Context: an optimization exercise on an open-source flow, tuned for a short achievable clock period and few clock cycles. The choices shown serve that exercise and are no tape-out recipe.
The RTL was checked by simulation tests, not by an equivalence proof against the original design.
Power is estimated from default activity; no workload was simulated.

==> design/flow/design.v <==
module beebc_decoder (
    input  wire [3:0] opcode,
    output wire       is_lda,
    output wire       is_alu,    
    output wire       is_sub,
    output wire       is_sta,
    output wire       is_ldi,
    output wire       is_jmp,
    output wire       is_jc,
    output wire       is_jz,
    output wire       is_out,
    output wire       is_hlt
);
    assign is_lda = (opcode == 4'd1);
    assign is_alu = (opcode == 4'd2) | (opcode == 4'd3);
    assign is_sub = (opcode == 4'd3);
    assign is_sta = (opcode == 4'd4);
    assign is_ldi = (opcode == 4'd5);
    assign is_jmp = (opcode == 4'd6);
    assign is_jc  = (opcode == 4'd7);
    assign is_jz  = (opcode == 4'd8);
    assign is_out = (opcode == 4'd14);
    assign is_hlt = (opcode == 4'd15);
endmodule
module beebc_core (
    input  wire       clk,
    input  wire       rst,         
    output wire [3:0] mem_addr,
    input  wire [7:0] mem_rdata,
    output wire [7:0] mem_wdata,
    output wire       mem_we,
    output wire [7:0] out,
    output wire       out_strobe,
    output wire       halted
);
    reg  [3:0] pc;
    reg  [7:0] ir;
    reg        irv;         
    reg  [7:0] a;
    reg  [7:0] alu;
    reg  [7:0] out_r;
    reg        cf;
    reg        zf;
    reg        halted_r;    
    reg        halted_o;    
    reg        out_valid;   
    reg  [7:0] mc [0:15];   
    reg [15:0] mv;          
    reg  [3:0] pa;          
    reg        pwe;         
    reg        opp;         
    wire [3:0] n = ir[3:0];
    wire is_lda, is_alu, is_sub, is_sta, is_ldi, is_jmp, is_jc, is_jz, is_out, is_hlt;
    beebc_decoder u_dec (
        .opcode (ir[7:4]),
        .is_lda (is_lda), .is_alu (is_alu), .is_sub (is_sub), .is_sta (is_sta),
        .is_ldi (is_ldi), .is_jmp (is_jmp), .is_jc  (is_jc),  .is_jz  (is_jz),
        .is_out (is_out), .is_hlt (is_hlt)
    );
    wire run   = ~halted_r;
    wire exec  = run & irv & ~(is_hlt & out_valid);
    wire taken = is_jmp | (is_jc & cf) | (is_jz & zf);
    wire [3:0] pc1 = pc + 4'd1;
    wire [7:0] b    = opp ? mem_rdata : mc[n];
    wire [8:0] sum  = {1'b0, a} + {1'b0, b};
    wire [8:0] dif  = {1'b0, a} - {1'b0, b};
    wire [7:0] alu_r   = is_sub ? dif[7:0] : sum[7:0];
    wire       alu_ovf = is_sub ? dif[8] : sum[8];
    wire [7:0] alu_next = alu_ovf ? alu : alu_r;
    wire [3:0] next_pc  = taken ? n : pc1;
    wire       port_rd  = ~pwe;
    wire       vsrc     = taken ? mv[n] : mv[pc1];
    wire [7:0] csrc     = taken ? mc[n] : mc[pc1];
    wire       sta_self = is_sta & (n == pc1);    
    reg  [7:0] nx;        
    reg        nxv;       
    reg  [3:0] npc;       
    always @(*) begin
        nx  = ir;
        nxv = irv;
        npc = pc;
        if (~irv) begin
            nx  = mem_rdata;
            nxv = 1'b1;
        end else if (exec) begin
            npc = next_pc;
            if (sta_self) begin
                nxv = 1'b0;
            end else if (vsrc) begin
                nx  = csrc;
                nxv = 1'b1;
            end else begin
                nx  = mem_rdata;
                nxv = port_rd & (pa == next_pc);
            end
        end
    end
    wire x_lda, x_alu, x_sub, x_sta, x_ldi, x_jmp, x_jc, x_jz, x_out, x_hlt;
    beebc_decoder u_dec_nx (
        .opcode (nx[7:4]),
        .is_lda (x_lda), .is_alu (x_alu), .is_sub (x_sub), .is_sta (x_sta),
        .is_ldi (x_ldi), .is_jmp (x_jmp), .is_jc  (x_jc),  .is_jz  (x_jz),
        .is_out (x_out), .is_hlt (x_hlt)
    );
    wire [3:0] xn       = nx[3:0];
    wire       x_vn     = mv[xn];
    wire       x_flags_known = ~(exec & is_alu);
    wire       x_taken  = x_jmp | (x_flags_known & ((x_jc & cf) | (x_jz & zf)));
    wire [3:0] npc1     = npc + 4'd1;
    wire [3:0] pf0      = x_taken ? xn : npc1;
    wire [3:0] pf1      = pf0 + 4'd1;
    wire       halt_nx  = halted_r | (exec & is_hlt);
    wire       outv_nx  = exec & is_out;
    reg  [3:0] pa_nx;
    reg        pwe_nx;
    reg        opp_nx;
    always @(*) begin
        pwe_nx = 1'b0;
        opp_nx = 1'b0;
        if (~nxv)
            pa_nx = npc;
        else if (x_sta) begin
            pa_nx  = xn;
            pwe_nx = ~halt_nx;
        end else if ((x_lda | x_alu) & ~x_vn) begin
            pa_nx  = xn;
            opp_nx = 1'b1;
        end else if (mv[pf0])
            pa_nx = pf1;
        else
            pa_nx = pf0;
    end
    always @(posedge clk) begin
        if (rst) begin
            mv <= 16'h0000;
        end else if (run) begin
            if (pwe)
                mc[pa] <= a;
            else
                mc[pa] <= mem_rdata;
            mv[pa] <= 1'b1;
        end
    end
    always @(posedge clk) begin
        if (rst) begin
            pc       <= 4'h0;
            irv      <= 1'b0;
            a        <= 8'h00;
            alu      <= 8'h00;
            out_r    <= 8'h00;
            cf       <= 1'b0;
            zf       <= 1'b0;
            halted_r <= 1'b0;
            halted_o <= 1'b0;
            out_valid <= 1'b0;
            pa       <= 4'h0;
            pwe      <= 1'b0;
            opp      <= 1'b0;
        end else begin
            out_valid <= outv_nx;
            if (run) begin
                pc  <= npc;
                ir  <= nx;
                irv <= nxv;
                pa  <= pa_nx;
                pwe <= pwe_nx;
                opp <= opp_nx;
                halted_o <= halt_nx | (nxv & x_hlt & ~outv_nx);
            end
            if (exec) begin
                if (is_lda) a <= b;
                if (is_ldi) a <= {4'h0, n};
                if (is_alu) begin
                    a   <= alu_next;
                    alu <= alu_next;
                    cf  <= alu_ovf;
                    zf  <= ~alu_ovf & (alu_r == 8'h00);
                end
                if (is_out) out_r <= a;
                if (is_hlt) halted_r <= 1'b1;
            end
        end
    end
    assign mem_addr   = pa;
    assign mem_wdata  = a;
    assign mem_we     = pwe;
    assign out        = out_r;
    assign out_strobe = out_valid;
    assign halted     = halted_o;
endmodule
==> design/flow/run.sh <==
#!/bin/bash
# synth_recipe.tcl (not shown) runs the flow's synth.tcl, then flattens the netlist and writes it again
# the make line also repeats each setting of config.mk as NAME=value (left out here)
make -C /OpenROAD-flow-scripts/flow DESIGN_CONFIG=/design/flow/config.mk WORK_HOME=/design/flow/orfs CLKGATE_MAP_FILE= SYNTH_SCRIPT=/design/flow/synth_recipe.tcl finish
==> design/flow/config.mk <==
export PLATFORM = sky130hd
export DESIGN_NAME = beebc_core
export DESIGN_NICKNAME = beebc_core
export VERILOG_FILES = /design/flow/design.v
export SDC_FILE = /design/flow/constraint.sdc
export NUM_CORES = 4
export LEC_CHECK = 0
export ABC_CLOCK_PERIOD_IN_PS = 2000
export CAP_MARGIN = 20
export CORE_MARGIN = 2
export CORE_UTILIZATION = 40
export SETUP_SLACK_MARGIN = 3.0
export SLEW_MARGIN = 20
==> design/flow/constraint.sdc <==
create_clock -name core_clock -period 5.0 [get_ports {clk}]
set_input_delay 1.0000 -clock core_clock [delete_from_list [all_inputs] [get_ports {clk}]]
set_output_delay 1.0000 -clock core_clock [all_outputs]
set_load 0.01 [all_outputs]
==> impl_metrics.csv <==
group,metric,value,unit
floorplan,fp-row-count,61,
yosys,synth-async-reset-ratio,0,
setup_path,crit_path_end_kind,"register",
sta,rsz0062_at_grt,"yes",
clocking,max-clock-path-buffers,2,
setup_path,worst_ep_required_time,5.34,ns
yosys,avgSynthCellArea,11.9,sq um
route,wl_per_cell,24.7,um
run,maxCapViolations,0,
clocking,cts_inserted_buffers,17,
floorplan,io-pin-count,33,
route,routed_wl,36700,um
yosys,syn_nets,982,
floorplan,die_h,172,um
final_layout,mostFrequentLayoutCells,"edfxtp_1 (136), buf_4 (102), nor2_1 (93), mux4_2 (82), nand2_1 (52)",
final_layout,drive_gt1_frac,0.440,
power_and_ir_drop,leakage,0.00537,uW
sta,tightestPinTransition,0.718,ns
place,hpwl,23900,um
global_route,overflow,0,
setup_path,critPathCapture,"pa[2]",
yosys,yosys_warnings,1,
clocking,insertion_delay,0.46,ns
yosys,yosysUniqueCellTypes,81,
place,port_buffers,32,
yosys,yosysTopAreaCell,"edfxtp_1",
status,status,"no timing/DRC/antenna violations",
power_and_ir_drop,switchingPower,4540,uW
sta,tns,0,ns
power_and_ir_drop,seqPwrFrac,0.221,
floorplan,die-area,0.0295,sq mm
route,firstDrtPassIters,7,
route,drc,0,
yosys,syn_inst,946,
place,dpl_cell_area,0.0127,sq mm
final_layout,fin_area,0.0151,sq mm
final_layout,final_nets,1133,
power_and_ir_drop,pwr-share-comb,0.630,
final_layout,fill_cells,2297,
yosys,yosysTopAreaCellShare,0.363,
power_and_ir_drop,clkPwrFrac,0.149,
setup_path,start_kind,"register",
final_layout,syn2layout_area_growth,34.2,%
final_layout,layout_commonest_cell,"edfxtp_1",
clocking,cts_root_buf,"clkbuf_16",
sta,timing.final.crit_share,0.895,
sta,clock_skew,0.0193,ns
yosys,synth-edff-count,136,
power_and_ir_drop,swShare,0.427,
floorplan,die_w,172,um
route,dr_total_vias,8974,
sta,hold_viol,0,
sta,fin_crit,4.48,ns
sta,setup_violations,0,
global_route,antenna_found_initial,0,
sta,clock.fmax,223,MHz
clocking,cts.sinks,196,
route,ant_nets,0,
yosys,synth_area_leaders,"edfxtp_1 (36%), mux4_2 (16%), dfxtp_1 (11%)",
setup_path,crit_arrival,4.82,ns
yosys,synth_seq_cells,196,
yosys,yosysSeqAreaShare,0.469,
place,gp_congestion,0.942,
global_route,track_usage,0.253,
sta,max_slew_margin,0.520,
sta,drv_slew,0,
setup_path,r2r_slack,0.52,ns
power_and_ir_drop,internal_power,6090,uW
setup_path,startpoint,"ir[5]",
global_route,grt_max_degree,57,
setup_path,r2r_start,"ir[5]",
min_path,worstHoldPathType,"register to register",
route,avgViaCountPerCell,6.03,
setup_path,path_class,"register to register",
clocking,holdBufCountCts,0,
yosys,yosys_most_used_dff,"edfxtp_1",
power_and_ir_drop,ir_drop,0.263,mV
clocking,cts.reportedPaths.clkPinSlew,0.09,ns
clocking,htreeDepth,4,
global_route,grt_pass1_wl,54500,um
yosys,syn-cell-area,0.0113,sq mm
setup_path,path_max_fanout,6,
global_route,grt_pass1_vias,8879,
final_layout,antenna_cells,0,
floorplan,start_util,0.405,
power_and_ir_drop,powerDensity,703,mW/mm^2
route,dr.first_iter.drc_count,940,
setup_path,r2r_end,"pa[2]",
clocking,cts_tree,"done",
setup_path,reg2reg_depth,17,
floorplan,coreArea,0.0278,sq mm
[synthesized netlist by cell type (all sizes together) (4+ instances only)]
cell and number:
nor4 5, clkbuf 23, a22oi 6, a311oi 4
and2 6, inv 39, a21o 10, dfxtp 60
nand3 19, or3 5, mux2 19, a2111oi 4
o211ai 5, o21ai 39, mux4 82, nor2b 7
edfxtp 136, a221oi 4, nand2 67, buf 31
nand4 6, o21a 4, a21oi 56, xnor2 14
a31oi 11, nor2 114, and3 6, nand2b 4
ha 24, or2 5, nor3 19, xor2 8
o21bai 7, mux2i 32, a211oi 13
[timing repair]
item / CTS / global route
pin swaps: 46 / 52
cloned: 6 / 1
gates resized for setup: 208 / 64
setup buffers: 68 / 34
setup endpoints to repair: 340 / 95
[state kept, by name (all words and copies together), names as in the netlist, 4 cells and up, named ones only]
| register | flops |
|---|---|
| pa | 4 |
| ir | 8 |
| alu | 8 |
| mv | 16 |
| pc | 4 |
| a | 8 |
| out_r | 8 |
| mc | 128 |
[critical path, cell delays in order, from the launching register on]
cell and delay [ns]:
edfxtp_1 0.42, and3b_2 0.29, o21bai_4 0.27, nand2_2 0.12, a311o_1 0.34, a31o_4 0.27, o21a_4 0.24, or4_4 0.55
o221ai_4 0.11, buf_12 0.15, and4bb_4 0.29, nor3_4 0.06, or2_4 0.29, mux4_2 0.37, nand2_4 0.07, a31oi_1 0.22
mux2i_1 0.21, o211ai_1 0.10
[cells by family (layout without fill, tap and decap cells)]
kind of cell    count (synthesis)  in the layout  synth area share
simple gates                  277            277             0.115
compound gates                198            200             0.119
flops                         196            196             0.469
mux                           133            133             0.211
buf+inv                        94            256            0.0370
fa+ha+maj                      26             26            0.0302
xor+xnor                       22             22            0.0178
[metrics by stage]
step / total power (uW) / hold slack (ns) / setup slack (ns) / cells / util
finish: 10600 / 0.480 / 0.523 / 1488 / 0.544
global route: 11200 / 0.484 / 0.375 / 1488 / 0.544
CTS: 10100 / 0.482 / 0.557 / 1453 / 0.524
detailed placement: 7350 / 0.473 / 0.0850 / 1347 / 0.458
global placement: 7350 / 0.471 / 0.0392 / 1347 / 0.458
floorplan: 6040 / 0.450 / 0.667 / 946 / -
[per-layer routing]
metal | part of all wire | vias to the layer above | track usage
met5 | 0 | - | 0
li1 | - | 3953 | -
met2 | 0.49 | 423 | 0.421
met3 | 0.070 | 95 | 0.0421
met1 | 0.41 | 4503 | 0.330
met4 | 0.039 | 0 | 0.103
[worst min path at each step]
stage                   from  slack [ns]       end  cells after the start
floorplan             mv[13]        0.45    mv[13]                      2
global placement    halted_o        0.47  halted_o                      2
detailed placement  halted_o        0.47  halted_o                      2
CTS                 halted_o        0.48  halted_o                      2
global route        halted_o        0.48  halted_o                      2
finish              halted_o        0.48  halted_o                      2
[area by class of cell]
type | count | area (sq um) | share of cell area
Clock inverter | 15 | 253 | 0.0167
Clock buffer | 17 | 425 | 0.0281
Multi-Input combinational cell | 658 | 6590 | 0.436
Tap cell | 378 | 473 | 0.0313
Sequential cell | 196 | 5350 | 0.354
Inverter | 40 | 179 | 0.0118
Timing Repair Buffer | 184 | 1850 | 0.122
[power by group through the flow]
stage	clock network, uW	logic (uW)	registers (uW)
2_1_floorplan	0	3810	2230
3_3_place_gp	0	4990	2360
3_5_place_dp	0	4990	2360
4_1_cts	1610	6110	2340
5_1_grt	1670	7120	2370
6_report	1590	6690	2350
Testbench counts, summed over its fixed seeds: cycles 26,291.

==> port drivers added, routing unchanged <==
The flow's constraints put no driver on any port. The routed layout listed below was extracted and timed again, unchanged, in two steps. Step 1 sets driving cells, clkbuf_16 on the clock port and buf_2 on the other inputs (assumed; they add their load-dependent delay and slew). Step 2 moves the port delays by t, midway between the first and last clock arrival at a register: inputs arrive t later, outputs are due t later. That takes back most of the time a late clock gives input paths. Three values: no drivers, after step 1, after step 2; two values: the first two.
t (ns): 0.496
slack for setup (ns): 0.523 / 0.523 / 0.292
latest minus earliest clock arrival (ns): 0.019 / 0.019
After both steps this run still meets setup and hold. For this run, drivers alone change the setup slack by 0.000 ns; drivers and shift together by -0.231 ns.
